From an optimization exercise on the open Yosys and OpenROAD flow, aimed at small area; shortcuts taken in it are not production practice.
At most, simulation tests tie the RTL to the original design; equivalence was not proved.
Function not checked in runs 1 and 2: the RTL went through the layout flow alone.
Power is estimated from default activity; no workload was simulated.

==> flow/design.v <==
module scd41_meas_decoder (
    input  wire        clk,
    input  wire        rst,
    input  wire        in_valid,
    input  wire [7:0]  in_data,
    output wire        in_ready,
    output reg         out_valid,
    output reg  [15:0] co2,
    output reg  [15:0] raw_t,
    output reg  [15:0] raw_rh,
    output wire [31:0] temp,
    output wire [31:0] rh
);
    reg [4:0]  g;
    reg [3:0]  n;         
    reg        f;         
    reg [3:0]  st;
    reg [15:0] rc, rt, rr;
    reg [23:0] w;
    reg [31:0] rtf, rrf;
    reg        cy, ea, sign;
    reg [4:0]  u;
    reg [30:0] rh_q;
    reg [28:0] temp_q;
    assign rh   = {1'b0, rh_q};
    assign temp = {temp_q[28:27], {3{~temp_q[27]}}, temp_q[26:0]};
    wire       ch = st[3];
    wire [2:0] sc = st[2:0];
    wire       g0  = (g == 5'd0);
    wire       g16 = (g == 5'd16);
    wire       g30 = (g == 5'd30);
    wire       g31 = (g == 5'd31);
    reg is_data, hi, n_ge5;
    always @(*) begin
        case (n)
            4'd0, 4'd3, 4'd6: begin is_data = 1'b1; hi = 1'b1; end
            4'd1, 4'd4, 4'd7: begin is_data = 1'b1; hi = 1'b0; end
            default:          begin is_data = 1'b0; hi = 1'b0; end
        endcase
        n_ge5 = (n == 4'd5) || (n == 4'd6) || (n == 4'd7) || (n == 4'd8);
    end
    wire n8 = (n == 4'd8);
    wire acc = n8 ? (ch && st != 4'b1111) : (n != 4'd9);
    wire wr  = in_valid && acc && is_data && (g[3] == hi);
    assign in_ready = acc && (!is_data || (g[3] == hi && g[2:0] == 3'd7 && f));
    wire take   = in_valid && in_ready;
    wire in_bit = in_data[g[2:0]];
    wire wr_c = wr && (n[3:1] == 3'd0);
    wire wr_t = wr && (n == 4'd3 || n == 4'd4);
    wire wr_r = wr && (n == 4'd6 || n == 4'd7);
    wire run   = (st[2:1] != 2'b11);                 
    wire prod  = run && !sc[2];
    wire first = run && sc == 3'd0;
    wire pg    = run && sc == 3'd4;
    wire em    = run && sc == 3'd5;
    wire lo16  = !g[4];
    wire act   = !(g[4] && g[3]);                    
    wire [2:0] i = g[2:0];
    reg tap, msk, neg;
    always @(*) begin
        case ({ch, sc[1:0]})
            3'b000:  begin tap = rt[9];  msk = (i != 3'd7);            neg = 1'b0; end  
            3'b001:  begin tap = rt[11]; msk = (i[2:1] != 2'b11) && (i != 3'd5); neg = 1'b0; end  
            3'b010:  begin tap = rt[12]; msk = !i[2];                  neg = 1'b0; end  
            3'b011:  begin tap = rt[0];  msk = 1'b0;                   neg = 1'b1; end  
            3'b100:  begin tap = rr[9];  msk = (i != 3'd7);            neg = 1'b0; end  
            3'b101:  begin tap = rr[11]; msk = (i[2:1] != 2'b11) && (i != 3'd5); neg = 1'b1; end  
            3'b110:  begin tap = rr[14]; msk = (i[2:1] == 2'b00);      neg = 1'b0; end  
            default: begin tap = 1'b0;   msk = 1'b0;                   neg = 1'b0; end
        endcase
    end
    localparam [7:0] K_Q   = 8'd211;    
    localparam [7:0] K_EXP = 8'd111;    
    wire op   = neg ^ (tap & (lo16 || msk));
    wire fa_a = first ? (!lo16 && !ch && K_Q[i]) : (lo16 ? w[0] : w[16]);
    wire fa_c = g0 ? (!first && ea) : cy;
    wire fa_s = fa_a ^ op ^ fa_c;
    wire fa_o = (fa_a & op) | (fa_a & fa_c) | (op & fa_c);
    wire hc   = g0 ? ea : cy;
    wire hs   = w[0] ^ hc;
    wire ho   = w[0] & hc;
    wire sbit = (lo16 ? hs : w[16]) ^ sign;
    wire found = |u;
    wire c3   = (g[2] & u[2]) | ((g[2] | u[2]) & ((g[1] & u[1]) | ((g[1] | u[1]) & g[0] & u[0])));
    wire qsel = u[4] && g[4] && !g[3] && c3;
    wire src  = qsel ? w[16 + u[2:0]] : w[{~u[3], u[2:0]}];
    wire ebit = src ^ sign;
    reg  ub;
    always @(*) begin
        case (i)
            3'd0: ub = u[0];
            3'd1: ub = u[1];
            3'd2: ub = u[2];
            3'd3: ub = u[3];
            3'd4: ub = u[4];
            default: ub = 1'b0;
        endcase
    end
    wire kb = K_EXP[i];
    reg  eout, ecy;
    always @(*) begin
        if (g0) begin
            eout = sign;
            ecy  = ebit;
        end else if (act) begin
            eout = ebit ^ cy;
            ecy  = ebit & cy;
        end else begin
            eout = ub ^ kb ^ cy;
            ecy  = (ub & kb) | (ub & cy) | (kb & cy);
        end
        if (!found)
            eout = 1'b0;
    end
    always @(posedge clk) begin
        rc  <= {wr_c ? in_bit : rc[0], rc[15:1]};
        rt  <= {wr_t ? in_bit : rt[0], rt[15:1]};
        rr  <= {wr_r ? in_bit : rr[0], rr[15:1]};
        w[14:0]  <= w[15:1];
        w[15]    <= (prod && lo16) ? fa_s : (pg && lo16) ? hs : w[0];
        w[22:16] <= w[23:17];
        w[23]    <= (prod && !lo16 && act) ? fa_s : w[16];
        rtf <= {(em && !ch) ? eout : rtf[0], rtf[31:1]};
        rrf <= {(em &&  ch) ? eout : rrf[0], rrf[31:1]};
        if (prod && act)
            cy <= fa_o;
        else if (pg && lo16)
            cy <= ho;
        else if (em)
            cy <= ecy;
        if (prod && g16)
            ea <= cy;
        if (prod && g30)
            sign <= w[16] & w[17];
        if (pg && act && (g0 || sbit))
            u <= sbit ? g : 5'd0;
        if (rst) begin
            g         <= 5'd0;
            n         <= 4'd0;
            f         <= 1'b0;
            st        <= 4'b1111;
            out_valid <= 1'b0;
        end else begin
            g <= g + 5'd1;
            f <= (g[2:0] == 3'd0) ? wr : (f && wr);
            if (take) begin
                n <= n + 4'd1;
            end
            out_valid <= 1'b0;
            if (g31) begin
                if (st == 4'b1111) begin
                    if (n_ge5)
                        st <= 4'b0000;
                end else if (st == 4'b0101) begin
                    if (n8)
                        st <= 4'b1000;
                end else if (st != 4'b1110)
                    st <= (st == 4'b1101) ? 4'b1110 : st + 4'd1;
            end
            if (st == 4'b1110 && g0 && n == 4'd9) begin
                co2       <= rc;
                raw_t     <= rt;
                raw_rh    <= rr;
                temp_q    <= {rtf[0], rtf[31], rtf[27:1]};
                rh_q      <= {rrf[31:24], rrf[23:1]};
                out_valid <= 1'b1;
                n         <= 4'd0;
                st        <= 4'b1111;
            end
        end
    end
endmodule
==> flow/flow/run.sh <==
#!/bin/bash
# Standard ORFS layout with these changes: synthesis skips the full-adder
# extraction (ADDER_MAP_FILE empty); ports are buffered with buf_1 instead
# of the flow's default buffer; CTS clusters sinks with small clock buffers
# and no dummy loads.
set -euo pipefail
bash standard.sh \
  'ADDER_MAP_FILE=' \
  'BUFFER_PORTS_ARGS=-buffer_cell sky130_fd_sc_hd__buf_1' \
  'CTS_ARGS=-sink_clustering_enable -repair_clock_nets -dont_use_dummy_load -sink_clustering_size 20 -sink_clustering_max_diameter 60 -buf_list {sky130_fd_sc_hd__clkbuf_8}' \
  finish > standard_flow.log 2>&1
==> flow/standard.sh <==
#!/bin/bash
# synth_recipe.tcl (not shown) runs the flow's synth.tcl, then flattens the netlist and writes it again
# the make line also repeats each setting of config.mk as NAME=value (left out here)
make -C /OpenROAD-flow-scripts/flow DESIGN_CONFIG=/design/flow/config.mk WORK_HOME=/design/flow/orfs CLKGATE_MAP_FILE= SYNTH_SCRIPT=/design/flow/synth_recipe.tcl "${@:-finish}"
==> flow/config.mk <==
export PLATFORM = sky130hd
export DESIGN_NAME = scd41_meas_decoder
export DESIGN_NICKNAME = scd41_meas_decoder
export VERILOG_FILES = /design/flow/design.v
export SDC_FILE = /design/flow/constraint.sdc
export NUM_CORES = 4
export LEC_CHECK = 0
export ABC_AREA = 1
export CAP_MARGIN = 20
export CORE_MARGIN = 2
export CORE_UTILIZATION = 40
export PLACE_DENSITY = 0.6
export SLEW_MARGIN = 20
==> flow/constraint.sdc <==
create_clock -name core_clock -period 10.0 [get_ports {clk}]
set_input_delay 2.0000 -clock core_clock [delete_from_list [all_inputs] [get_ports {clk}]]
set_output_delay 2.0000 -clock core_clock [all_outputs]
set_load 0.01 [all_outputs]
==> results of run 1 <==
-- sequential cells by signal (all words and copies together), names as in the netlist, 5 cells and up --
signal  cells
co2        16
g           5
raw_rh     16
raw_t      16
rc         16
rh_q       31
rr         16
rrf        32
rt         16
rtf        32
temp_q     29
u           5
w          24
-- kinds of logic after synthesis --
group,after synthesis
and+or+nand+nor,218
xor gates and xnor gates,3
buffers and inverters,58
other,1
AOI/OAI and AO/OA,54
DFF,267
-- power breakdown --
part | internal, W | total (W) | switching [W] | leakage [nW]
Clock | 0.000155 | 0.000444 | 0.000289 | 0.122
Combinational | 0.00000813 | 0.0000253 | 0.0000172 | 0.881
Sequential | 0.00113 | 0.00113 | 0.00000215 | 2.30
Total | 0.00129 | 0.00160 | 0.000308 | 3.30
-- cells in the final DEF (no fill, tap or decap), types with 2 or more instances in the layout --
cell / instances
nand3b_1: 4
nand3_1: 51
edfxtp_1: 116
nand2_1: 88
o21ai_2: 2
o211ai_1: 2
nor3_1: 4
inv_1: 37
a21oi_1: 19
nor2_2: 3
nor4_1: 2
a31oi_1: 2
clkbuf_8: 17
buf_1: 123
nor2_4: 2
nand2_2: 3
o21ai_1: 6
nor2_1: 44
xor2_1: 3
dfxtp_1: 151
nand4_1: 10
o21ai_0: 14
o31ai_1: 2
inv_2: 9
-- per-stage QoR --
stage / utilization, % / hold WS, ps
after floorplan: - / 310
after global placement: 44.1 / 313
after detailed placement: 44.1 / 316
after CTS: 45.2 / 312
after global routing: 45.3 / 309
final: 45.3 / 317
-- final cells by class --
cell class | count | area, um^2 | share of cell area [%]
inverters | 46 | 173 | 1.90
repair buffers | 124 | 473 | 5.20
clock buffers | 17 | 234 | 2.57
multi-input cells | 276 | 1380 | 15.1
well taps | 270 | 338 | 3.71
flip-flops and latches | 267 | 6510 | 71.5
-- layer usage --
metal  vias up  part of all wire, %  GRT usage, %
met1      2189                   45          16.4
li1       2294                    -             -
met4         0                  2.0          3.45
met5         -                    0             0
met2       151                   48          21.4
met3        25                  5.4          2.34
-- worst max-delay path, stage by stage (launching register included) --
cell and delay [ps]:
dfxtp_1 430, inv_2 70, nor2_1 170, nand2_1 120
nand2_1 100, nand2_1 60, nand2_1 70, xor2_1 80
nor2_1 90, nand2_1 80, a21boi_1 310, buf_1 240
-- worst min path at each step --
stage               startpoint  endpoint  slack (ps)  cells after the start
floorplan              rtf[28]   rtf[27]         310                      0
global placement       rtf[28]   rtf[27]         310                      0
detailed placement     rtf[28]   rtf[27]         320                      0
CTS                      w[22]     w[21]         310                      0
global route             w[22]     w[21]         310                      0
finish                   w[22]     w[21]         320                      0
==> results.py, run 1 <==
metrics = {
    "yosys": {
        "yosysSeqAreaShare_pct": 80.1,
        "dominant_cell_by_count_in_the_synthesized_netlist": "dfxtp_1",
        "synth_seq_cells": 267,
        "synth.mux.area_fraction_pct": 0,
        "synth_common_cells": "dfxtp_1 (151), edfxtp_1 (116), nand2_1 (88)",
        "synthAdderAreaFrac_pct": 0,
        "synth.distinct_cells": 41,
        "ys_async_sr_fraction_pct": 0,
        "fraction_of_synthesized_cell_area_in_xor_and_xnor_cells_pct": 0.324,
        "synth_largest_area_cell": "edfxtp_1",
        "synth_compound_gate_area_share_pct": 4.02,
        "synth_top_cell_area_share_pct": 42.9,
        "post_synth_main_area_contributors": "edfxtp_1 (43%), dfxtp_1 (37%), nand2_1 (4.1%)",
        "dominantRegCellSynth": "dfxtp_1",
        "syn_avg_cell_area_um2": 13.5,
        "synth-simple-area-share_pct": 12.5,
        "combinational_family_with_the_most_area_after_synthesis": "simple AND/OR/NAND/NOR gates",
        "synth_enable_flop_cells": 116,
        "syn_inst": 601,
        "ys.warnings.count": 1,
        "synthesis.nets": 612,
        "synth.cell_area_um2": 8120,
    },
    "routing": {
        "drt-pass1-iter-count": 7,
        "first_iter_violations": 304,
        "detail_route.drc_violations": 0,
        "detail_route.vias_per_cell": 4.66,
        "final_antenna_net_count": 0,
        "detail_route.wirelength_um": 13800,
        "num_vias": 4659,
        "post_drt_wl_per_cell_um": 13.8,
    },
    "worst_setup_path": {
        "startpoint_types": "register",
        "worst_setup_endpoint": "in_ready",
        "path_max_fanout": 5,
        "wp_data_arrival_ps": 2310,
        "startpoint": "n[2]",
        "rr_endpoint": "raw_rh[12]",
        "ff2ff_path_depth": 8,
        "crit_required_ps": 8000,
        "worstSetupEndpointType": "output port",
        "critical_path_class": "register to output port",
        "critical_path.reg2reg.startpoint": "g[0]",
        "reg_to_reg_slack_setup_ps": 7140,
    },
    "clock_tree": {
        "cts_max_level": 1,
        "cts-hold-fix-buffers": 0,
        "tritoncts_clock_tree": "built",
        "cts.repair.resized": 0,
        "clockRootBuffer": "clkbuf_8",
        "postCtsSetupBuffers": 0,
        "clock-sinks": 267,
        "clkSlewWorstSetupHoldPaths_ps": 110,
        "clk_path_buf_depth": 3,
        "tritoncts_buffer_count": 17,
        "clock_insertion_delay_worst_skew_ps": 500,
    },
    "placement": {
        "place_ws_ps": 5940,
        "dp.final_hpwl_um": 9710,
        "numPlacedInstances": 983,
        "finalWeightedCongestion": 0.890,
        "portBuffers": 123,
        "place_area_um2": 8860,
    },
    "run": {
        "cap_violations": 0,
    },
    "power_and_ir_drop": {
        "power.static_leakage_nw": 3.30,
        "total_power_w": 0.00160,
        "ir_worst_vdd_v": 0.0000664,
        "p_per_area_nw_per_um2": 176,
    },
    "timing": {
        "maxClockFrequency_mhz": 232,
        "finalCritPeriodShare_pct": 43.1,
        "setup_viol_count_final": 0,
        "finalCriticalPeriod_ps": 4310,
        "skew_ps": 38.3,
        "unrepaired_setup_endpoints_after_global_routing": "no",
        "finalWorstSetupSlack_ps": 5690,
        "worst-slew-pin-transition_ps": 827,
        "max-slew-margin-rel_pct": 44.9,
        "setup_tns_ps": 0,
        "drv_slew": 0,
        "hold_viol": 0,
    },
    "finish": {
        "post_route_cells_drive_above_1_share_pct": 6.16,
        "num_antenna_cells": 0,
        "filler_cell_count": 1817,
        "final_design_area_no_fill_um2": 9100,
        "area.growth.synth_to_final_pct": 12.1,
        "finish.net_count": 743,
        "finish.cell_count_without_fillers": 1000,
    },
    "global_route": {
        "grt_remaining_overflow": 0,
        "grt_usage_pct": 12.5,
        "grt_start_max_net_pins": 91,
        "grt_antenna_before_repair": 0,
        "grt_first_pass_wirelength_um": 21900,
        "first_global_vias": 4435,
    },
    "floorplan": {
        "initial_utilization_pct": 40.4,
        "floorplan_die_height_um": 146,
        "fp.dieArea_um2": 21500,
        "design.portCount": 125,
        "design.core.area_um2": 20100,
        "num_rows": 52,
        "fp.dieW_um": 146,
    },
    "outcome": {
        "run_status": "timing/DRC/antenna clean",
    },
    "min_path": {
        "hold_path_class": "register to register",
    },
}
==> run 2, diff against run 1 <==
--- a/flow/flow/run.sh
+++ b/flow/flow/run.sh
@@ -8,4 +8,4 @@
   'ADDER_MAP_FILE=' \
   'BUFFER_PORTS_ARGS=-buffer_cell sky130_fd_sc_hd__buf_1' \
-  'CTS_ARGS=-sink_clustering_enable -repair_clock_nets -dont_use_dummy_load -sink_clustering_size 20 -sink_clustering_max_diameter 60 -buf_list {sky130_fd_sc_hd__clkbuf_8}' \
+  'CTS_ARGS=-sink_clustering_enable -repair_clock_nets -dont_use_dummy_load -sink_clustering_size 12 -sink_clustering_max_diameter 40 -buf_list {sky130_fd_sc_hd__clkbuf_4}' \
   finish > standard_flow.log 2>&1
==> run 2 against run 1 <==
Net effect: still clean; final area rose by 0.32%; non-clock buffer count did not move; register-to-register slack got worse by 30 ps; global-route usage increased by 0.45 points; setup slack got worse by 52 ps; sequential share of layout area decreased by 0.23 points; final cell count is 1.8% higher; maximum frequency shrank 1.2%; core utilization rose by 0.14 points; critical endpoint unchanged; largest cell class unchanged; highest routed layer unchanged.
==> results.py, run 2 <==
metrics = {
    "clock_tree": {
        "tritoncts_clock_tree": "built",
        "clock-sinks": 267,
        "clockRootBuffer": "clkbuf_4",
        "clkSlewWorstSetupHoldPaths_ps": 110,
        "tritoncts_buffer_count": 35,
        "cts_max_level": 2,
        "cts-hold-fix-buffers": 0,
        "clk_path_buf_depth": 3,
        "cts.repair.resized": 0,
        "postCtsSetupBuffers": 0,
        "clock_insertion_delay_worst_skew_ps": 610,
    },
    "timing": {
        "hold_viol": 0,
        "finalCriticalPeriod_ps": 4360,
        "skew_ps": 115,
        "maxClockFrequency_mhz": 229,
        "setup_tns_ps": 0,
        "unrepaired_setup_endpoints_after_global_routing": "no",
        "max-slew-margin-rel_pct": 46.5,
        "setup_viol_count_final": 0,
        "worst-slew-pin-transition_ps": 802,
        "drv_slew": 0,
        "finalCritPeriodShare_pct": 43.6,
        "whs_ps": 283,
    },
    "routing": {
        "first_iter_violations": 240,
        "drt-pass1-iter-count": 4,
        "detail_route.drc_violations": 0,
        "final_antenna_net_count": 0,
        "detail_route.vias_per_cell": 4.64,
        "detail_route.wirelength_um": 13900,
        "post_drt_wl_per_cell_um": 13.7,
        "num_vias": 4720,
    },
    "finish": {
        "finish.cell_count_without_fillers": 1018,
        "final_design_area_no_fill_um2": 9130,
        "most-common-layout-cells": "dfxtp_1 (151), buf_1 (123), edfxtp_1 (116)",
        "filler_cell_count": 1818,
        "post_route_cells_drive_above_1_share_pct": 8.42,
        "num_antenna_cells": 0,
        "layout_commonest_cell": "dfxtp_1",
        "largest_registers": "rrf: 32 flops, rtf: 32 flops, rh_q: 31 flops",
        "finish.net_count": 761,
        "area.growth.synth_to_final_pct": 12.4,
        "multiInputGateArea_um2": 1380,
        "seqCellArea_um2": 6510,
    },
    "worst_setup_path": {
        "crit_required_ps": 8000,
        "worstSetupEndpointType": "output port",
        "startpoint_types": "register",
        "path_max_fanout": 5,
        "wp_data_arrival_ps": 2360,
        "critical_path_class": "register to output port",
    },
    "yosys": {
        "synth_seq_cells": 267,
        "dominantRegCellSynth": "dfxtp_1",
        "ys.warnings.count": 1,
        "synthesis.nets": 612,
        "post_synth_main_area_contributors": "edfxtp_1 (43%), dfxtp_1 (37%), nand2_1 (4.1%)",
        "ys_async_sr_fraction_pct": 0,
        "synth.distinct_cells": 41,
        "dominant_cell_by_count_in_the_synthesized_netlist": "dfxtp_1",
        "yosysSeqAreaShare_pct": 80.1,
        "syn_inst": 601,
        "synth_common_cells": "dfxtp_1 (151), edfxtp_1 (116), nand2_1 (88)",
        "syn_avg_cell_area_um2": 13.5,
        "synth.cell_area_um2": 8120,
        "synth_largest_area_cell": "edfxtp_1",
        "synth_enable_flop_cells": 116,
        "synth_top_cell_area_share_pct": 42.9,
    },
    "floorplan": {
        "design.portCount": 125,
        "fp.dieW_um": 146,
        "fp.dieArea_um2": 21500,
        "initial_utilization_pct": 40.4,
        "design.core.area_um2": 20100,
        "num_rows": 52,
        "floorplan_die_height_um": 146,
    },
    "power_and_ir_drop": {
        "total_power_w": 0.00162,
        "ir_worst_vdd_v": 0.0000642,
        "p_per_area_nw_per_um2": 178,
        "power.static_leakage_nw": 3.34,
    },
    "placement": {
        "numPlacedInstances": 983,
        "finalWeightedCongestion": 0.890,
        "place_area_um2": 8860,
        "dp.final_hpwl_um": 9710,
        "portBuffers": 123,
    },
    "global_route": {
        "grt_usage_pct": 13.0,
        "grt_remaining_overflow": 0,
        "grt_first_pass_wirelength_um": 22400,
        "grt_start_max_net_pins": 91,
        "first_global_vias": 4587,
        "grt_antenna_before_repair": 0,
    },
    "min_path": {
        "hold_path_class": "register to register",
    },
    "run": {
        "cap_violations": 0,
    },
    "outcome": {
        "run_status": "timing/DRC/antenna clean",
    },
}
==> run 2: worst paths after layout <==
kind,start,end,slack [ps],cells after the start
setup / recovery,n[2],in_ready,5640,11
hold / removal,rt[7],rt[6],280,0
setup reg to reg,g[0],raw_rh[12],7110,8
hold reg to reg,rt[7],rt[6],280,0
==> run 2: final cells by class <==
| cell class | count | share of cell area [%] |
|---|---|---|
| tap | 270 | 3.70 |
| clock buffer | 35 | 2.88 |
| multi-input combinational | 276 | 15.1 |
| sequential | 267 | 71.3 |
| timing repair buffer | 124 | 5.18 |
| inverter | 46 | 1.89 |
==> run 2: logic make-up after synthesis <==
kind of cell | count (synthesis) | share of synthesized area (%)
other | 1 | 0.0462
XOR/XNOR | 3 | 0.324
AND/OR/NAND/NOR | 218 | 12.5
flip-flops | 267 | 80.1
AO/OA/AOI/OAI | 54 | 4.02
buffers and inverters | 58 | 3.02
==> run 2: routing by layer <==
layer	vias to the layer above	GRT usage, %	part of all wire (%)
met3	26	3.72	6.1
met4	0	4.66	2.2
met2	141	21.6	48
met1	2212	16.2	44
met5	-	0	0
li1	2341	-	-
==> run 2: report_power, final <==
part | total (W) | internal, W | switching, W | leakage (nW)
Clock | 0.000466 | 0.000162 | 0.000304 | 0.161
Combinational | 0.0000254 | 0.00000813 | 0.0000173 | 0.881
Sequential | 0.00113 | 0.00113 | 0.00000213 | 2.30
Total | 0.00162 | 0.00130 | 0.000323 | 3.34
==> run 2: worst max-delay path: stages (launching register included) <==
cell and delay [ps]:
dfxtp_1 420, inv_2 70, nor2_1 170, nand2_1 120
nand2_1 90, nand2_1 50, nand2_1 70, xor2_1 80
nor2_1 90, nand2_1 80, a21boi_1 300, buf_1 240
==> run 2: per-stage QoR <==
| stage | setup WS (ps) | utilization (%) |
|---|---|---|
| 2_1_floorplan | 2960 | - |
| 3_3_place_gp | 6010 | 44.1 |
| 3_5_place_dp | 5940 | 44.1 |
| 4_1_cts | 5640 | 45.4 |
| 5_1_grt | 5390 | 45.4 |
| 6_report | 5640 | 45.4 |
==> run 3, diff against run 2 <==
--- a/flow/design.v
+++ b/flow/design.v
@@ -21,7 +21,8 @@
     reg        cy, ea, sign;
     reg [4:0]  u;
-    reg [30:0] rh_q;
+    reg [27:0] rh_q;
     reg [28:0] temp_q;
-    assign rh   = {1'b0, rh_q};
+    wire rh_e654 = !rh_q[27] && (rh_q[26:23] != 4'd0);
+    assign rh   = {1'b0, rh_q[27], {3{rh_e654}}, rh_q[26:0]};
     assign temp = {temp_q[28:27], {3{~temp_q[27]}}, temp_q[26:0]};
     wire       ch = st[3];
@@ -123,10 +124,5 @@
         rtf <= {(em && !ch) ? eout : rtf[0], rtf[31:1]};
         rrf <= {(em &&  ch) ? eout : rrf[0], rrf[31:1]};
-        if (prod && act)
-            cy <= fa_o;
-        else if (pg && lo16)
-            cy <= ho;
-        else if (em)
-            cy <= ecy;
+        cy <= (prod && act) ? fa_o : (pg && lo16) ? ho : ecy;
         if (prod && g16)
             ea <= cy;
@@ -163,5 +159,5 @@
                 raw_rh    <= rr;
                 temp_q    <= {rtf[0], rtf[31], rtf[27:1]};
-                rh_q      <= {rrf[31:24], rrf[23:1]};
+                rh_q      <= {rrf[31], rrf[27:1]};
                 out_valid <= 1'b1;
                 n         <= 4'd0;
==> flow/flow/run.sh (replaced) <==
#!/bin/bash
# The standard ORFS layout (standard.sh) with these changes:
#  - synthesis is synth_recipe.tcl unchanged except that ABC maps for area
#    only (flow/abc_area.script: no buffering or sizing, no delay target),
#    and the full-adder extraction is skipped (ADDER_MAP_FILE empty);
#  - ports are buffered with buf_1 instead of the flow's default buffer;
#  - CTS clusters sinks with small clock buffers and no dummy loads.
set -euo pipefail
here=$(pwd)
{
  head -n 1 synth_recipe.tcl
  echo 'proc abc {args} {'
  echo '  set i [lsearch $args -script]'
  echo "  if {\$i >= 0} { lset args [expr {\$i + 1}] $here/flow/abc_area.script }"
  echo '  set j [lsearch $args -D]'
  echo '  if {$j >= 0} { set args [lreplace $args $j [expr {$j + 1}]] }'
  echo '  yosys abc {*}$args'
  echo '}'
  tail -n +2 synth_recipe.tcl
} > synth_area.tcl
bash standard.sh \
  "SYNTH_SCRIPT=$here/synth_area.tcl" \
  'ADDER_MAP_FILE=' \
  'BUFFER_PORTS_ARGS=-buffer_cell sky130_fd_sc_hd__buf_1' \
  'CTS_ARGS=-sink_clustering_enable -repair_clock_nets -dont_use_dummy_load -sink_clustering_size 16 -sink_clustering_max_diameter 50 -buf_list {sky130_fd_sc_hd__clkbuf_4 sky130_fd_sc_hd__clkbuf_8}' \
  finish > standard_flow.log 2>&1
==> flow/flow/abc_area.script (new file) <==
strash; dch -f; amap; topo
==> run 3 against run 2 <==
Net effect: maximum frequency up 0.54%; count of clock-buffer cells in the layout down 12; critical endpoint unchanged; largest cell class unchanged; synthesized area is 5.6% lower; via count decreased by 8.8%; total power is 1.2% higher.
==> results.py, run 3 <==
metrics = {
    "clock_tree": {
        "cts-hold-fix-buffers": 0,
        "postCtsSetupBuffers": 0,
        "cts_max_level": 1,
        "tritoncts_buffer_count": 23,
        "cts.repair.resized": 0,
        "clk_path_buf_depth": 3,
        "clock_insertion_delay_worst_skew_ps": 520,
        "clock-sinks": 264,
        "clockRootBuffer": "clkbuf_8",
        "tritoncts_clock_tree": "built",
        "clkSlewWorstSetupHoldPaths_ps": 90,
    },
    "placement": {
        "portBuffers": 123,
        "place_ws_ps": 5900,
        "dp.final_hpwl_um": 9240,
        "finalWeightedCongestion": 0.829,
    },
    "yosys": {
        "ys_async_sr_fraction_pct": 0,
        "syn_inst": 502,
        "dominantRegCellSynth": "dfxtp_1",
        "dominant_cell_by_count_in_the_synthesized_netlist": "dfxtp_1",
        "synthesis.nets": 513,
        "ys.warnings.count": 1,
        "synth_common_cells": "dfxtp_1 (152), edfxtp_1 (112), nor2_1 (66)",
        "synth_top_cell_area_share_pct": 43.9,
        "synth.distinct_cells": 31,
        "syn_avg_cell_area_um2": 15.3,
        "post_synth_main_area_contributors": "edfxtp_1 (44%), dfxtp_1 (40%), nor2_1 (3.2%)",
        "synth_seq_cells": 264,
        "synth.cell_area_um2": 7660,
        "synth_largest_area_cell": "edfxtp_1",
        "yosysSeqAreaShare_pct": 83.6,
        "synth_enable_flop_cells": 112,
    },
    "worst_setup_path": {
        "ff2ff_path_depth": 13,
        "critical_path_class": "register to output port",
        "rr_endpoint": "u[3]",
        "startpoint_types": "register",
        "path_delay_family": "compound AO/OA/AOI/OAI gates",
        "slowest_cell_delay_on_critical_path_ps": 450,
        "path_buf_inv": 3,
        "crit_required_ps": 8000,
        "path_max_fanout": 7,
        "slowest_stage": "dfxtp_1",
        "wp_data_arrival_ps": 2340,
        "worst_path_most_repeated_cell": "nor2_1",
        "reg_to_reg_slack_setup_ps": 6120,
        "critical_path.reg2reg.startpoint": "g[1]",
        "cp_cell_sequence": "clkinv_1 -> nor2_1 -> clkinv_1 -> o32ai_1 -> nor2_1 -> a21oi_1 -> a31oi_1 -> nor2_1 -> buf_1",
        "startpoint": "n[1]",
        "worstSetupEndpointType": "output port",
    },
    "timing": {
        "unrepaired_setup_endpoints_after_global_routing": "no",
        "whs_ps": 306,
        "setup_viol_count_final": 0,
        "finalWorstSetupSlack_ps": 5660,
        "finalCriticalPeriod_ps": 4340,
        "drv_slew": 0,
        "finalCritPeriodShare_pct": 43.4,
        "max-slew-margin-rel_pct": 43.2,
        "skew_ps": 49.4,
        "worst-slew-pin-transition_ps": 846,
        "setup_tns_ps": 0,
        "maxClockFrequency_mhz": 230,
        "hold_viol": 0,
    },
    "power_and_ir_drop": {
        "p_per_area_nw_per_um2": 189,
        "power.static_leakage_nw": 3.03,
        "ir_worst_vdd_v": 0.0000586,
        "power_frac_comb_pct": 1.4,
        "power.share.switching_pct": 19.0,
        "power.clock.fraction_pct": 30.4,
        "power.sequential.fraction_pct": 68.2,
        "switchingPower_w": 0.000312,
        "internal_power_w": 0.00133,
    },
    "global_route": {
        "grt_start_max_net_pins": 94,
        "first_global_vias": 4112,
        "grt_antenna_before_repair": 0,
        "grt_remaining_overflow": 0,
        "grt_usage_pct": 12.6,
        "grt_first_pass_wirelength_um": 20700,
    },
    "floorplan": {
        "num_rows": 50,
        "fp.dieW_um": 142,
        "fp.dieArea_um2": 20300,
        "design.core.area_um2": 18800,
        "floorplan_die_height_um": 142,
        "design.portCount": 125,
        "initial_utilization_pct": 40.8,
    },
    "finish": {
        "num_antenna_cells": 0,
        "area.growth.synth_to_final_pct": 13.6,
        "finish.net_count": 655,
        "post_route_cells_drive_above_1_share_pct": 3.89,
        "most-common-layout-cells": "dfxtp_1 (152), buf_1 (123), edfxtp_1 (112)",
        "final_core_utilization_pct": 46.4,
        "layout_commonest_cell": "dfxtp_1",
        "largest_registers": "rrf: 32 flops, rtf: 32 flops, temp_q: 29 flops",
    },
    "outcome": {
        "run_status": "timing/DRC/antenna clean",
    },
    "routing": {
        "final_antenna_net_count": 0,
        "drt-pass1-iter-count": 4,
        "detail_route.drc_violations": 0,
        "first_iter_violations": 300,
        "detail_route.wirelength_um": 13300,
        "post_drt_wl_per_cell_um": 15.2,
        "detail_route.vias_per_cell": 4.91,
        "num_vias": 4304,
    },
    "min_path": {
        "min_path_cells": 0,
        "hold_path_class": "register to register",
        "worst_hold_startpoint": "rtf[30]",
        "hold_path_end": "rtf[29]",
    },
    "run": {
        "cap_violations": 0,
    },
}
## run 3: stage by stage
stage,instance area [um^2],power [W],instances
after floorplan,7660,0.00116,502
after global placement,8380,0.00117,853
after detailed placement,8380,0.00117,853
after CTS,8700,0.00167,876
after global routing,8700,0.00171,876
final,8700,0.00164,876
## run 3: how the worst max path moves through the flow
stage               depth (start not counted)   endpoint
floorplan                                   1     co2[0]
global placement                            3  raw_t[14]
detailed placement                          3  raw_t[14]
CTS                                         9   in_ready
global route                                9   in_ready
finish                                      9   in_ready
## run 3: cell type report
| class | instances | area [um^2] |
|---|---|---|
| Fill cell | 1664 | 10100 |
| Sequential cell | 264 | 6410 |
| Multi-Input combinational cell | 190 | 1060 |
| Timing Repair Buffer | 124 | 473 |
| Clock buffer | 23 | 317 |
| Tap cell | 234 | 293 |
| Inverter | 41 | 154 |
## run 3: kinds of logic (layout without fill, tap and decap cells)
family                 after synthesis  count (layout)  share of synthesized area (%)
buffers and inverters               48             188                           2.65
AND/OR/NAND/NOR                    102             102                           5.54
AO/OA/AOI/OAI                       87              87                           8.16
other                                1               1                         0.0489
flip-flops                         264             264                           83.6
## run 3: power by group through the flow
stage	clock [W]	combinational (W)	sequential [W]
after global routing	0.000562	0.0000254	0.00112
after CTS	0.000525	0.0000225	0.00112
after global placement	0	0.0000217	0.00114
after floorplan	0	0.0000159	0.00114
final	0.000499	0.0000228	0.00112
after detailed placement	0	0.0000224	0.00114
## run 3: worst register-to-register path: stages, from the launching register on
cell and delay, ps:
dfxtp_1 390, nor2_1 240, clkinv_1 160, nor2_1 220, clkinv_1 120, nor3_1 430
clkinv_1 270, o22ai_1 230, clkinv_1 130, o22ai_1 220, o22ai_1 110, nor2_1 100
a21oi_1 110, a211oi_1 770
## run 3: layer usage
layer / routed length (um) / GRT usage, % / vias to the layer above
li1: - / - / 2090
met1: 6080 / 17.3 / 2021
met2: 5940 / 20.0 / 170
met3: 1020 / 2.86 / 23
met4: 244 / 4.17 / 0
met5: 0 / 0 / -
==> run 4, diff against run 3 <==
--- a/flow/flow/run.sh
+++ b/flow/flow/run.sh
@@ -23,4 +23,4 @@
   'ADDER_MAP_FILE=' \
   'BUFFER_PORTS_ARGS=-buffer_cell sky130_fd_sc_hd__buf_1' \
-  'CTS_ARGS=-sink_clustering_enable -repair_clock_nets -dont_use_dummy_load -sink_clustering_size 16 -sink_clustering_max_diameter 50 -buf_list {sky130_fd_sc_hd__clkbuf_4 sky130_fd_sc_hd__clkbuf_8}' \
+  'CTS_ARGS=-sink_clustering_enable -repair_clock_nets -dont_use_dummy_load -sink_clustering_size 30 -sink_clustering_max_diameter 50 -buf_list {sky130_fd_sc_hd__clkbuf_16}' \
   finish > standard_flow.log 2>&1
==> run 4 against run 3 <==
Net effect: still clean; final area rose by 1.8%; synthesized cell count did not move; via count fell by 1.3%; total power rose by 9.0%; clock skew rose by 6.3 ps; sequential share of layout area fell by 1.3 points; core utilization rose by 0.85 points; final cell count fell by 0.46%; hold slack got worse by 14 ps; maximum frequency rose by 1.9%; synthesized area did not move; largest power group unchanged.
==> results.py, run 4 <==
metrics = {
    "finish": {
        "post_route_cells_drive_above_1_share_pct": 3.29,
        "finish.net_count": 651,
        "layout_commonest_cell": "dfxtp_1",
        "filler_cell_count": 1640,
        "multiInputGateArea_um2": 1060,
        "largest_registers": "rrf: 32 flops, rtf: 32 flops, temp_q: 29 flops",
        "area.growth.synth_to_final_pct": 15.7,
        "most-common-layout-cells": "dfxtp_1 (152), buf_1 (123), edfxtp_1 (112)",
        "finish.cell_count_without_fillers": 872,
        "num_antenna_cells": 0,
        "final_design_area_no_fill_um2": 8860,
        "seqCellArea_um2": 6410,
    },
    "yosys": {
        "synthesis.nets": 513,
        "post_synth_main_area_contributors": "edfxtp_1 (44%), dfxtp_1 (40%), nor2_1 (3.2%)",
        "syn_avg_cell_area_um2": 15.3,
        "synth.cell_area_um2": 7660,
        "synth_enable_flop_cells": 112,
        "synth_top_cell_area_share_pct": 43.9,
        "ys.warnings.count": 1,
        "synth_seq_cells": 264,
        "synth_largest_area_cell": "edfxtp_1",
        "dominantRegCellSynth": "dfxtp_1",
        "synth_common_cells": "dfxtp_1 (152), edfxtp_1 (112), nor2_1 (66)",
        "ys_async_sr_fraction_pct": 0,
        "syn_inst": 502,
        "dominant_cell_by_count_in_the_synthesized_netlist": "dfxtp_1",
        "synth.distinct_cells": 31,
        "yosysSeqAreaShare_pct": 83.6,
    },
    "timing": {
        "setup_viol_count_final": 0,
        "skew_ps": 55.7,
        "finalCritPeriodShare_pct": 42.6,
        "setup_tns_ps": 0,
        "unrepaired_setup_endpoints_after_global_routing": "no",
        "max-slew-margin-rel_pct": 43.4,
        "hold_viol": 0,
        "finalCriticalPeriod_ps": 4260,
        "finalWorstSetupSlack_ps": 5740,
        "worst-slew-pin-transition_ps": 843,
        "maxClockFrequency_mhz": 235,
        "drv_slew": 0,
    },
    "clock_tree": {
        "tritoncts_clock_tree": "built",
        "clkSlewWorstSetupHoldPaths_ps": 90,
        "cts-hold-fix-buffers": 0,
        "postCtsSetupBuffers": 0,
        "clk_path_buf_depth": 3,
        "clock-sinks": 264,
        "cts_max_level": 1,
        "tritoncts_buffer_count": 19,
        "cts.repair.resized": 0,
        "clock_insertion_delay_worst_skew_ps": 500,
        "clockRootBuffer": "clkbuf_16",
    },
    "routing": {
        "first_iter_violations": 266,
        "post_drt_wl_per_cell_um": 15.2,
        "final_antenna_net_count": 0,
        "num_vias": 4250,
        "detail_route.drc_violations": 0,
        "drt-pass1-iter-count": 5,
        "detail_route.vias_per_cell": 4.87,
        "detail_route.wirelength_um": 13300,
    },
    "power_and_ir_drop": {
        "power.static_leakage_nw": 3.10,
        "p_per_area_nw_per_um2": 202,
        "ir_worst_vdd_v": 0.0000913,
    },
    "placement": {
        "place_ws_ps": 5900,
        "finalWeightedCongestion": 0.829,
        "numPlacedInstances": 853,
        "place_area_um2": 8380,
        "dp.final_hpwl_um": 9240,
        "portBuffers": 123,
    },
    "floorplan": {
        "design.core.area_um2": 18800,
        "fp.dieArea_um2": 20300,
        "fp.dieW_um": 142,
        "num_rows": 50,
        "initial_utilization_pct": 40.8,
        "floorplan_die_height_um": 142,
        "design.portCount": 125,
    },
    "worst_setup_path": {
        "critical_path_class": "register to output port",
        "worstSetupEndpointType": "output port",
        "startpoint_types": "register",
        "wp_data_arrival_ps": 2260,
        "ff2ff_path_depth": 13,
        "reg_to_reg_slack_setup_ps": 6060,
        "path_max_fanout": 7,
        "critical_path.reg2reg.startpoint": "g[1]",
        "crit_required_ps": 8000,
        "rr_endpoint": "u[4]",
    },
    "outcome": {
        "run_status": "timing/DRC/antenna clean",
    },
    "min_path": {
        "hold_path_end": "rc[8]",
        "worst_hold_startpoint": "rc[9]",
        "hold_path_class": "register to register",
        "min_path_cells": 0,
    },
    "run": {
        "cap_violations": 0,
    },
    "global_route": {
        "grt_antenna_before_repair": 0,
        "first_global_vias": 4087,
        "grt_first_pass_wirelength_um": 20800,
        "grt_start_max_net_pins": 94,
        "grt_usage_pct": 12.7,
        "grt_remaining_overflow": 0,
    },
}
## run 4: cell counts after synthesis
No cell type changed its count.
## run 4: cell families (layout without fill, tap and decap cells)
| family | Yosys count | count (layout) | share of synthesized area (%) |
|---|---|---|---|
| AO/OA/AOI/OAI | 87 | 87 | 8.16 |
| buffers and inverters | 48 | 184 | 2.65 |
| flip-flops | 264 | 264 | 83.6 |
| other | 1 | 1 | 0.0489 |
| AND/OR/NAND/NOR | 102 | 102 | 5.54 |
## run 4: through the flow
stage / power [W] / hold slack (ps) / util [%]
final: 0.00179 / 293 / 47.2
after global routing: 0.00185 / 291 / 47.2
after CTS: 0.00181 / 296 / 47.2
after detailed placement: 0.00117 / 315 / 44.7
after global placement: 0.00117 / 312 / 44.7
after floorplan: 0.00116 / 310 / -
## run 4: how the worst max path moves through the flow
stage,from,to,slack (ps),depth (start not counted)
global placement,rst,raw_t[14],5990,3
CTS,n[1],in_ready,5730,9
global route,g[1],u[4],5530,13
finish,n[1],in_ready,5740,9
floorplan,rst,co2[0],2720,1
detailed placement,rst,raw_t[14],5900,3
## run 4: area by class of cell
class,count,area share [%]
flip-flops and latches,264,72.3
repair buffers,124,5.34
multi-input cells,190,12.0
inverters,41,1.74
clock buffers,19,5.36
well taps,234,3.30
## run 4: critical path, stage by stage (launching register included)
cell	delay (ps)
dfxtp_1	440
clkinv_1	160
nor2_1	200
clkinv_1	120
o32ai_1	160
nor2_1	70
a21oi_1	190
a31oi_1	120
nor2_1	160
buf_1	180
## run 4: layer usage
| metal | share of wire [%] | up-vias | GRT usage, % |
|---|---|---|---|
| met4 | 1.7 | 0 | 3.44 |
| met1 | 46 | 1984 | 17.6 |
| met3 | 7.8 | 21 | 2.96 |
| met5 | 0 | - | 0 |
| met2 | 44 | 161 | 20.2 |
| li1 | - | 2084 | - |
## run 4: where the power goes
| part | switching, W | internal, W |
|---|---|---|
| clock network | 0.000311 | 0.000336 |
| registers | 0.00000292 | 0.00112 |
| logic | 0.0000156 | 0.00000740 |
==> run 5, diff against run 4 <==
--- a/flow/flow/run.sh
+++ b/flow/flow/run.sh
@@ -23,4 +23,4 @@
   'ADDER_MAP_FILE=' \
   'BUFFER_PORTS_ARGS=-buffer_cell sky130_fd_sc_hd__buf_1' \
-  'CTS_ARGS=-sink_clustering_enable -repair_clock_nets -dont_use_dummy_load -sink_clustering_size 30 -sink_clustering_max_diameter 50 -buf_list {sky130_fd_sc_hd__clkbuf_16}' \
+  'CTS_ARGS=-sink_clustering_enable -repair_clock_nets -dont_use_dummy_load -sink_clustering_size 20 -sink_clustering_max_diameter 50 -buf_list {sky130_fd_sc_hd__clkbuf_8}' \
   finish > standard_flow.log 2>&1
--- a/flow/config.mk
+++ b/flow/config.mk
@@ -9,5 +9,5 @@
 export CAP_MARGIN = 20
 export CORE_MARGIN = 2
-export CORE_UTILIZATION = 40
-export PLACE_DENSITY = 0.6
+export CORE_UTILIZATION = 50
+export PLACE_DENSITY = 0.7
 export SLEW_MARGIN = 20
==> run 5 against run 4 <==
Net effect: largest cell class unchanged; count of clock-buffer cells in the layout unchanged; critical path depth stayed put; final area decreased by 3.1%; still clean; total power down 10%; synthesized area unchanged; combinational power fell by 3%; sequential power is essentially flat; clock power decreased by 29%; die area decreased by 19%; via count is 0.12% higher; clock skew decreased by 14 ps; setup slack got worse by 110 ps.
==> results.py, run 5 <==
metrics = {
    "yosys": {
        "synth_top_cell_area_share_pct": 43.9,
        "syn_inst": 502,
        "synth_compound_gate_area_share_pct": 8.16,
        "synth.distinct_cells": 31,
        "synth_enable_flop_cells": 112,
        "dominant_cell_by_count_in_the_synthesized_netlist": "dfxtp_1",
        "synth.cell_area_um2": 7660,
        "synth_seq_cells": 264,
        "synth.mux.area_fraction_pct": 0,
        "synth_common_cells": "dfxtp_1 (152), edfxtp_1 (112), nor2_1 (66)",
        "fraction_of_synthesized_cell_area_in_xor_and_xnor_cells_pct": 0,
        "ys.warnings.count": 1,
        "syn_avg_cell_area_um2": 15.3,
        "synth-simple-area-share_pct": 5.54,
        "dominantRegCellSynth": "dfxtp_1",
        "synth_largest_area_cell": "edfxtp_1",
        "synthAdderAreaFrac_pct": 0,
        "ys_async_sr_fraction_pct": 0,
        "post_synth_main_area_contributors": "edfxtp_1 (44%), dfxtp_1 (40%), nor2_1 (3.2%)",
        "combinational_family_with_the_most_area_after_synthesis": "compound AO/OA/AOI/OAI gates",
        "synthesis.nets": 513,
        "yosysSeqAreaShare_pct": 83.6,
    },
    "clock_tree": {
        "clk_path_buf_depth": 3,
        "tritoncts_clock_tree": "built",
        "clock_insertion_delay_worst_skew_ps": 510,
        "cts_max_level": 1,
        "clkSlewWorstSetupHoldPaths_ps": 110,
        "clock-sinks": 264,
        "cts.repair.resized": 0,
        "postCtsSetupBuffers": 0,
        "tritoncts_buffer_count": 19,
        "clockRootBuffer": "clkbuf_8",
        "cts-hold-fix-buffers": 0,
    },
    "worst_setup_path": {
        "critical_path.reg2reg.startpoint": "g[1]",
        "critical_path_class": "register to output port",
        "crit_required_ps": 8000,
        "wp_data_arrival_ps": 2360,
        "path_max_fanout": 7,
        "ff2ff_path_depth": 9,
        "startpoint_types": "register",
        "rr_endpoint": "temp_q[26]",
        "worstSetupEndpointType": "output port",
        "reg_to_reg_slack_setup_ps": 5970,
    },
    "timing": {
        "whs_ps": 329,
        "unrepaired_setup_endpoints_after_global_routing": "no",
        "finalCritPeriodShare_pct": 43.6,
        "hold_viol": 0,
        "max-slew-margin-rel_pct": 30.6,
        "skew_ps": 41.6,
        "maxClockFrequency_mhz": 229,
        "worst-slew-pin-transition_ps": 1040,
        "setup_tns_ps": 0,
        "finalCriticalPeriod_ps": 4360,
        "setup_viol_count_final": 0,
        "drv_slew": 0,
    },
    "min_path": {
        "hold_path_class": "register to register",
        "hold_path_end": "rc[6]",
        "worst_hold_startpoint": "rc[7]",
        "min_path_cells": 0,
    },
    "routing": {
        "final_antenna_net_count": 0,
        "first_iter_violations": 379,
        "met1Wirelength_um": 5880,
        "post_drt_wl_per_cell_um": 15.2,
        "detail_route.drc_violations": 0,
        "drt-pass1-iter-count": 5,
        "detail_route.wirelength_um": 12600,
        "met3_length_um": 998,
        "num_vias": 4255,
        "dr_wl_met2_um": 5570,
        "detail_route.vias_per_cell": 5.15,
        "maxUsedRoutingLayer": "met4",
    },
    "floorplan": {
        "num_rows": 45,
        "design.core.area_um2": 15100,
        "initial_utilization_pct": 50.8,
        "fp.dieW_um": 128,
        "fp.dieArea_um2": 16300,
        "design.portCount": 125,
        "floorplan_die_height_um": 128,
    },
    "power_and_ir_drop": {
        "p_per_area_nw_per_um2": 187,
        "total_power_w": 0.00160,
        "power.static_leakage_nw": 3.00,
        "ir_worst_vdd_v": 0.0000960,
    },
    "finish": {
        "most-common-layout-cells": "dfxtp_1 (152), buf_1 (123), edfxtp_1 (112)",
        "layout_commonest_cell": "dfxtp_1",
        "filler_cell_count": 1205,
        "num_antenna_cells": 0,
        "post_route_cells_drive_above_1_share_pct": 3.29,
        "finish.cell_count_without_fillers": 826,
        "largest_registers": "rrf: 32 flops, rtf: 32 flops, temp_q: 29 flops",
        "multiInputGateArea_um2": 1060,
        "area.growth.synth_to_final_pct": 12.1,
        "seqCellArea_um2": 6410,
        "finish.net_count": 651,
    },
    "run": {
        "cap_violations": 0,
    },
    "global_route": {
        "grt_antenna_before_repair": 0,
        "grt_remaining_overflow": 0,
        "grt_first_pass_wirelength_um": 19300,
        "grt_usage_pct": 14.8,
        "grt_start_max_net_pins": 88,
        "first_global_vias": 3982,
    },
    "placement": {
        "dp.final_hpwl_um": 8610,
        "portBuffers": 123,
        "finalWeightedCongestion": 0.901,
        "numPlacedInstances": 807,
    },
    "outcome": {
        "run_status": "timing/DRC/antenna clean",
    },
}
==> run 5: cell count changes in the layout (fill, tap and decap cells not counted) <==
cell / previous run / this run
clkbuf_8: 0 / 19
buf_6: 1 / 0
clkbuf_16: 19 / 0
buf_4: 0 / 1
==> run 5: how the worst max path moves through the flow <==
stage	from	to	slack, ps	depth (start not counted)
finish	n[1]	in_ready	5640	9
global route	n[1]	in_ready	5390	9
CTS	n[1]	in_ready	5630	9
detailed placement	rst	temp_q[15]	5900	3
global placement	rst	temp_q[26]	5960	3
floorplan	rst	co2[0]	2720	1
==> run 5: final cells by class <==
class	count	share of cell area [%]
multi-input cells	190	12.4
clock buffers	19	3.05
well taps	188	2.74
inverters	41	1.79
flip-flops and latches	264	74.6
repair buffers	124	5.46
==> run 5: where the power goes <==
group | total (W) | leakage, nW | internal [W] | switching [W]
clock network | 0.000461 | 0.137 | 0.000172 | 0.000289
registers | 0.00112 | 2.33 | 0.00112 | 0.00000280
logic | 0.0000223 | 0.534 | 0.00000740 | 0.0000149
total | 0.00160 | 3.00 | 0.00130 | 0.000307
==> run 5: kinds of logic after synthesis <==
kind of cell,after synthesis
flip-flops,264
AND/OR/NAND/NOR,102
AO/OA/AOI/OAI,87
other,1
buffers and inverters,48
==> run 5: stage by stage <==
step	cell area [um^2]	util [%]	setup slack [ps]
global route	8590	56.9	5390
detailed placement	8330	55.2	5900
global placement	8330	55.2	5960
CTS	8590	56.9	5630
floorplan	7660	-	2720
finish	8590	56.9	5640
==> run 5: layer usage <==
metal | vias up | track usage [%]
met5 | - | 0
met4 | 0 | 3.62
met3 | 13 | 3.67
met2 | 181 | 23.2
met1 | 1987 | 21.1
li1 | 2074 | -
==> run 5: critical path, stage by stage (launching register included) <==
cell and delay (ps):
dfxtp_1 440, clkinv_1 170, nor2_1 180, clkinv_1 130, o32ai_1 190, nor2_1 80, a21oi_1 230, a31oi_1 120
nor2_1 170, buf_1 170
==> run 6, diff against run 5 <==
--- a/flow/flow/run.sh
+++ b/flow/flow/run.sh
@@ -23,4 +23,4 @@
   'ADDER_MAP_FILE=' \
   'BUFFER_PORTS_ARGS=-buffer_cell sky130_fd_sc_hd__buf_1' \
-  'CTS_ARGS=-sink_clustering_enable -repair_clock_nets -dont_use_dummy_load -sink_clustering_size 20 -sink_clustering_max_diameter 50 -buf_list {sky130_fd_sc_hd__clkbuf_8}' \
+  'CTS_ARGS=-sink_clustering_enable -repair_clock_nets -dont_use_dummy_load -sink_clustering_size 22 -sink_clustering_max_diameter 45 -buf_list {sky130_fd_sc_hd__clkbuf_8}' \
   finish > standard_flow.log 2>&1
==> run 6 against run 5 <==
Net effect: synthesized area stayed put; sequential cell count stayed put; global-route usage is 0.092 points lower; combinational power about the same; total power increased by 0.91%; sequential power barely moved; hold slack lost 26 ps; register-to-register slack got worse by 30 ps.
==> results.py, run 6 <==
metrics = {
    "worst_setup_path": {
        "path_delay_family": "compound AO/OA/AOI/OAI gates",
        "slowest_cell_delay_on_critical_path_ps": 440,
        "cp_cell_sequence": "clkinv_1 -> nor2_1 -> clkinv_1 -> o32ai_1 -> nor2_1 -> a21oi_1 -> a31oi_1 -> nor2_1 -> buf_1",
        "path_max_fanout": 7,
        "slowest_stage": "dfxtp_1",
        "worst_path_most_repeated_cell": "nor2_1",
        "wp_data_arrival_ps": 2360,
        "startpoint_types": "register",
        "critical_path_class": "register to output port",
        "path_buf_inv": 3,
        "crit_required_ps": 8000,
        "worstSetupEndpointType": "output port",
    },
    "yosys": {
        "synth.cell_area_um2": 7660,
        "yosysSeqAreaShare_pct": 83.6,
        "ys_async_sr_fraction_pct": 0,
        "synth_top_cell_area_share_pct": 43.9,
        "synth_enable_flop_cells": 112,
        "dominantRegCellSynth": "dfxtp_1",
        "syn_avg_cell_area_um2": 15.3,
        "ys.warnings.count": 1,
        "synth_largest_area_cell": "edfxtp_1",
        "synth.distinct_cells": 31,
        "syn_inst": 502,
        "dominant_cell_by_count_in_the_synthesized_netlist": "dfxtp_1",
        "synthesis.nets": 513,
        "synth_seq_cells": 264,
        "synth_common_cells": "dfxtp_1 (152), edfxtp_1 (112), nor2_1 (66)",
        "post_synth_main_area_contributors": "edfxtp_1 (44%), dfxtp_1 (40%), nor2_1 (3.2%)",
    },
    "floorplan": {
        "design.core.area_um2": 15100,
        "design.portCount": 125,
        "initial_utilization_pct": 50.8,
        "floorplan_die_height_um": 128,
        "num_rows": 45,
        "fp.dieW_um": 128,
        "fp.dieArea_um2": 16300,
    },
    "placement": {
        "finalWeightedCongestion": 0.901,
        "portBuffers": 123,
        "place_area_um2": 8330,
        "dp.final_hpwl_um": 8610,
        "numPlacedInstances": 807,
    },
    "finish": {
        "final_design_area_no_fill_um2": 8610,
        "num_antenna_cells": 0,
        "layout_commonest_cell": "dfxtp_1",
        "most-common-layout-cells": "dfxtp_1 (152), buf_1 (123), edfxtp_1 (112)",
        "post_route_cells_drive_above_1_share_pct": 3.59,
        "largest_registers": "rrf: 32 flops, rtf: 32 flops, temp_q: 29 flops",
        "finish.net_count": 653,
        "finish.cell_count_without_fillers": 828,
        "area.growth.synth_to_final_pct": 12.4,
    },
    "routing": {
        "detail_route.vias_per_cell": 5.15,
        "drt-pass1-iter-count": 4,
        "detail_route.wirelength_um": 12400,
        "detail_route.drc_violations": 0,
        "post_drt_wl_per_cell_um": 15.0,
        "first_iter_violations": 390,
        "final_antenna_net_count": 0,
        "num_vias": 4261,
    },
    "clock_tree": {
        "clock-sinks": 264,
        "cts_max_level": 1,
        "tritoncts_buffer_count": 21,
        "cts-hold-fix-buffers": 0,
        "clock_insertion_delay_worst_skew_ps": 520,
        "cts.repair.resized": 0,
        "postCtsSetupBuffers": 0,
        "clk_path_buf_depth": 3,
        "tritoncts_clock_tree": "built",
        "clockRootBuffer": "clkbuf_8",
        "clkSlewWorstSetupHoldPaths_ps": 90,
    },
    "timing": {
        "skew_ps": 71.9,
        "finalCritPeriodShare_pct": 43.6,
        "drv_slew": 0,
        "max-slew-margin-rel_pct": 30.0,
        "finalCriticalPeriod_ps": 4360,
        "whs_ps": 303,
        "worst-slew-pin-transition_ps": 1050,
        "setup_tns_ps": 0,
        "setup_viol_count_final": 0,
        "hold_viol": 0,
        "unrepaired_setup_endpoints_after_global_routing": "no",
        "maxClockFrequency_mhz": 229,
    },
    "power_and_ir_drop": {
        "power.sequential.fraction_pct": 69.3,
        "switchingPower_w": 0.000304,
        "power.share.switching_pct": 18.8,
        "power.static_leakage_nw": 3.02,
        "ir_worst_vdd_v": 0.0000802,
        "internal_power_w": 0.00131,
        "power.clock.fraction_pct": 29.4,
        "power_frac_comb_pct": 1.4,
        "p_per_area_nw_per_um2": 188,
    },
    "min_path": {
        "hold_path_class": "register to register",
    },
    "global_route": {
        "grt_first_pass_wirelength_um": 19300,
        "grt_usage_pct": 14.7,
        "grt_remaining_overflow": 0,
        "first_global_vias": 3998,
        "grt_antenna_before_repair": 0,
        "grt_start_max_net_pins": 88,
    },
    "outcome": {
        "run_status": "timing/DRC/antenna clean",
    },
    "run": {
        "cap_violations": 0,
    },
}
## run 6: cell counts after synthesis
No cell type changed its count.
## run 6: layout make-up
class,instances,area (um^2)
multi-input cells,190,1060
repair buffers,124,469
inverters,41,154
fillers,1197,6470
flip-flops and latches,264,6410
well taps,188,235
clock buffers,21,289
## run 6: path summary, 6_finish.rpt
path | start | end | slack, ps | cells past startpoint
setup reg to reg | g[1] | co2[14] | 5940 | 9
setup / recovery | n[1] | in_ready | 5640 | 9
hold / removal | rc[12] | rc[11] | 300 | 0
hold reg to reg | rc[12] | rc[11] | 300 | 0
## run 6: cell families (layout without fill, tap and decap cells)
group | after synthesis | count (layout) | share of synthesized area, %
flops | 264 | 264 | 83.6
simple gates | 102 | 102 | 5.54
compound gates | 87 | 87 | 8.16
buf+inv | 48 | 186 | 2.65
other cells | 1 | 1 | 0.0489
## run 6: through the flow
step	setup slack [ps]	power, W	util [%]
floorplan	2720	0.00116	-
global placement	5960	0.00117	55.2
detailed placement	5900	0.00117	55.2
CTS	5630	0.00164	57.1
global route	5390	0.00168	57.1
finish	5640	0.00162	57.1
## run 6: worst reg2reg max path: stages (launching register included)
cell and delay, ps:
dfxtp_1 370, nor2_1 220, clkinv_1 150, nor2_1 230
clkinv_1 130, nor3_1 420, clkinv_1 270, nor4_1 310
nor2b_4 600, buf_4 920
## run 6: power by group through the flow
| stage | logic, W | registers [W] | clock network [W] |
|---|---|---|---|
| 2_1_floorplan | 0.0000159 | 0.00114 | 0 |
| 3_3_place_gp | 0.0000212 | 0.00114 | 0 |
| 3_5_place_dp | 0.0000219 | 0.00114 | 0 |
| 4_1_cts | 0.0000220 | 0.00112 | 0.000493 |
| 5_1_grt | 0.0000254 | 0.00112 | 0.000534 |
| 6_report | 0.0000222 | 0.00112 | 0.000475 |
## run 6: per-layer routing
metal	vias to the layer above	track usage (%)	part of all wire, %
li1	2076	-	-
met1	1995	20.7	47
met2	172	23.2	44
met3	18	3.51	7.9
met4	0	3.94	1.4
met5	-	0	0
==> run 7, diff against run 6 <==
--- a/flow/flow/run.sh
+++ b/flow/flow/run.sh
@@ -23,4 +23,4 @@
   'ADDER_MAP_FILE=' \
   'BUFFER_PORTS_ARGS=-buffer_cell sky130_fd_sc_hd__buf_1' \
-  'CTS_ARGS=-sink_clustering_enable -repair_clock_nets -dont_use_dummy_load -sink_clustering_size 22 -sink_clustering_max_diameter 45 -buf_list {sky130_fd_sc_hd__clkbuf_8}' \
+  'CTS_ARGS=-sink_clustering_enable -repair_clock_nets -dont_use_dummy_load -distance_between_buffers 200 -sink_clustering_size 20 -sink_clustering_max_diameter 60 -buf_list {sky130_fd_sc_hd__clkbuf_8}' \
   finish > standard_flow.log 2>&1
--- a/flow/config.mk
+++ b/flow/config.mk
@@ -9,5 +9,5 @@
 export CAP_MARGIN = 20
 export CORE_MARGIN = 2
-export CORE_UTILIZATION = 50
-export PLACE_DENSITY = 0.7
+export CORE_UTILIZATION = 40
+export PLACE_DENSITY = 0.6
 export SLEW_MARGIN = 20
==> run 7 against run 6 <==
Net effect: largest cell class unchanged; still clean on timing, DRC and antenna; clock skew is 3.7 ps lower; register-to-register slack better by 220 ps; clock power is 5.9% lower; highest routed layer unchanged.
==> results.py, run 7 <==
metrics = {
    "outcome": {
        "run_status": "timing/DRC/antenna clean",
    },
    "yosys": {
        "ys_async_sr_fraction_pct": 0,
        "yosysSeqAreaShare_pct": 83.6,
        "syn_avg_cell_area_um2": 15.3,
        "combinational_family_with_the_most_area_after_synthesis": "compound AO/OA/AOI/OAI gates",
        "synthesis.nets": 513,
        "synth_largest_area_cell": "edfxtp_1",
        "ys.warnings.count": 1,
        "synth_top_cell_area_share_pct": 43.9,
        "synth.mux.area_fraction_pct": 0,
        "post_synth_main_area_contributors": "edfxtp_1 (44%), dfxtp_1 (40%), nor2_1 (3.2%)",
        "dominantRegCellSynth": "dfxtp_1",
        "synthAdderAreaFrac_pct": 0,
        "synth_seq_cells": 264,
        "synth.cell_area_um2": 7660,
        "synth_common_cells": "dfxtp_1 (152), edfxtp_1 (112), nor2_1 (66)",
        "synth-simple-area-share_pct": 5.54,
        "syn_inst": 502,
        "synth.distinct_cells": 31,
        "synth_compound_gate_area_share_pct": 8.16,
        "dominant_cell_by_count_in_the_synthesized_netlist": "dfxtp_1",
        "fraction_of_synthesized_cell_area_in_xor_and_xnor_cells_pct": 0,
        "synth_enable_flop_cells": 112,
    },
    "placement": {
        "finalWeightedCongestion": 0.829,
        "dp.final_hpwl_um": 9240,
        "place_area_um2": 8380,
        "portBuffers": 123,
        "numPlacedInstances": 853,
    },
    "finish": {
        "post_route_cells_drive_above_1_share_pct": 3.14,
        "finish.net_count": 650,
        "layout_commonest_cell": "dfxtp_1",
        "filler_cell_count": 1668,
        "num_antenna_cells": 0,
        "largest_registers": "rrf: 32 flops, rtf: 32 flops, temp_q: 29 flops",
        "most-common-layout-cells": "dfxtp_1 (152), buf_1 (123), edfxtp_1 (112)",
        "finish.cell_count_without_fillers": 871,
        "area.growth.synth_to_final_pct": 12.7,
        "final_core_utilization_pct": 46.0,
        "final_design_area_no_fill_um2": 8630,
    },
    "clock_tree": {
        "tritoncts_clock_tree": "built",
        "clkSlewWorstSetupHoldPaths_ps": 110,
        "tritoncts_buffer_count": 18,
        "cts-hold-fix-buffers": 0,
        "clock_insertion_delay_worst_skew_ps": 500,
        "clock-sinks": 264,
        "cts.repair.resized": 0,
        "clk_path_buf_depth": 3,
        "clockRootBuffer": "clkbuf_8",
        "cts_max_level": 1,
        "postCtsSetupBuffers": 0,
    },
    "power_and_ir_drop": {
        "ir_worst_vdd_v": 0.0000688,
        "p_per_area_nw_per_um2": 184,
        "power.static_leakage_nw": 3.00,
    },
    "min_path": {
        "hold_path_class": "register to register",
        "min_path_cells": 0,
    },
    "worst_setup_path": {
        "slowest_cell_delay_on_critical_path_ps": 440,
        "wp_data_arrival_ps": 2370,
        "worstSetupEndpointType": "output port",
        "crit_required_ps": 8000,
        "cp_cell_sequence": "clkinv_1 -> nor2_1 -> clkinv_1 -> o32ai_1 -> nor2_1 -> a21oi_1 -> a31oi_1 -> nor2_1 -> buf_1",
        "critical_path_class": "register to output port",
        "startpoint_types": "register",
        "path_max_fanout": 7,
        "slowest_stage": "dfxtp_1",
        "worst_path_most_repeated_cell": "nor2_1",
        "ff2ff_path_depth": 13,
    },
    "run": {
        "cap_violations": 0,
    },
    "routing": {
        "first_iter_violations": 313,
        "num_vias": 4266,
        "post_drt_wl_per_cell_um": 15.2,
        "detail_route.drc_violations": 0,
        "detail_route.vias_per_cell": 4.90,
        "detail_route.wirelength_um": 13200,
        "final_antenna_net_count": 0,
        "drt-pass1-iter-count": 5,
    },
    "floorplan": {
        "fp.dieArea_um2": 20300,
        "initial_utilization_pct": 40.8,
        "design.core.area_um2": 18800,
        "floorplan_die_height_um": 142,
        "fp.dieW_um": 142,
        "num_rows": 50,
        "design.portCount": 125,
    },
    "timing": {
        "max-slew-margin-rel_pct": 44.4,
        "setup_viol_count_final": 0,
        "skew_ps": 68.2,
        "unrepaired_setup_endpoints_after_global_routing": "no",
        "drv_slew": 0,
        "finalCritPeriodShare_pct": 43.7,
        "setup_tns_ps": 0,
        "hold_viol": 0,
        "finalCriticalPeriod_ps": 4370,
        "worst-slew-pin-transition_ps": 834,
        "maxClockFrequency_mhz": 229,
        "whs_ps": 286,
    },
    "global_route": {
        "grt_first_pass_wirelength_um": 20600,
        "grt_remaining_overflow": 0,
        "grt_usage_pct": 12.6,
        "grt_antenna_before_repair": 0,
        "first_global_vias": 4113,
        "grt_start_max_net_pins": 94,
    },
}
## run 7: cell counts after synthesis
No cell type changed its count.
## run 7: final cells by class
type	count	area, um^2	share of cell area, %
tap	234	293	3.39
multi-input combinational	190	1060	12.3
clock buffer	18	248	2.87
timing repair buffer	124	473	5.48
sequential	264	6410	74.2
inverter	41	154	1.78
## run 7: report_power, final
part / leakage, nW / switching (W) / internal [W]
combinational: 0.534 / 0.0000153 / 0.00000740
clock: 0.129 / 0.000284 / 0.000163
sequential: 2.33 / 0.00000288 / 0.00112
total: 3.00 / 0.000302 / 0.00129
## run 7: kinds of logic after synthesis
family / Yosys count
flops: 264
buf+inv: 48
other cells: 1
simple gates: 102
compound gates: 87
## run 7: final timing paths
path	endpoint	startpoint	slack, ps
setup / recovery	in_ready	n[1]	5630
hold / removal	w[1]	w[2]	290
setup reg to reg	u[3]	g[1]	6160
hold reg to reg	w[1]	w[2]	290
## run 7: stage by stage
stage / power (W) / setup WS (ps)
floorplan: 0.00116 / 2720
global placement: 0.00117 / 5990
detailed placement: 0.00117 / 5900
CTS: 0.00161 / 5630
global route: 0.00165 / 5350
finish: 0.00159 / 5630
## run 7: worst max-delay path, delay by kind of cell, from the launching register on
kind	cells	cell delay (ps)
AOI/OAI and AO/OA	3	540
buffers and inverters	3	470
and+or+nand+nor	3	460
DFF	1	440
## run 7: per-layer routing
layer  track usage, %  wire, um  vias to the layer above
met3             3.03      1000                       19
met4             3.28       186                        0
met2             20.2      5910                      166
li1                 -         -                     2081
met1             17.5      6140                     2000
met5                0         0                        -

static timing again, ports no longer ideal:
Ports are ideal in the flow. The routed layouts listed here were re-timed in OpenROAD.
Step 1 (the two cells are an assumption about what drives the block):
set clk [get_ports {clk}]
set_driving_cell -lib_cell sky130_fd_sc_hd__clkbuf_16 $clk
set_driving_cell -lib_cell sky130_fd_sc_hd__buf_2 [delete_from_list [all_inputs] $clk]
Step 2 times the ports against the registers' clock, not the clock port: input delays grow and output delays shrink by t, the midpoint of the rising clock arrivals with the driver on.
a / b / c = ideal / step 1 / step 2; a / b = the first two.
run	t, ns	setup WS [ns]	worst hold slack (ns)	worst setup path after step 2	worst slew at a driven data input, ns
run 1	0.517	5.690 / 5.652 / 6.169	0.317 / 0.317 / 0.317	register to output	0.07
run 2	0.591	5.638 / 5.602 / 6.158	0.283 / 0.283 / 0.283	input to register	0.07
run 3	0.534	5.661 / 5.625 / 6.121	0.306 / 0.306 / 0.306	register to register	0.03
run 4	0.506	5.743 / 5.704 / 6.060	0.293 / 0.293 / 0.293	register to register	0.03
run 5	0.518	5.636 / 5.601 / 5.914	0.329 / 0.329 / 0.329	input to register	0.03
run 6	0.521	5.638 / 5.603 / 5.867	0.303 / 0.303 / 0.303	input to register	0.03
run 7	0.506	5.632 / 5.596 / 6.102	0.286 / 0.286 / 0.286	register to output	0.03
After both steps every run listed still meets setup and hold.
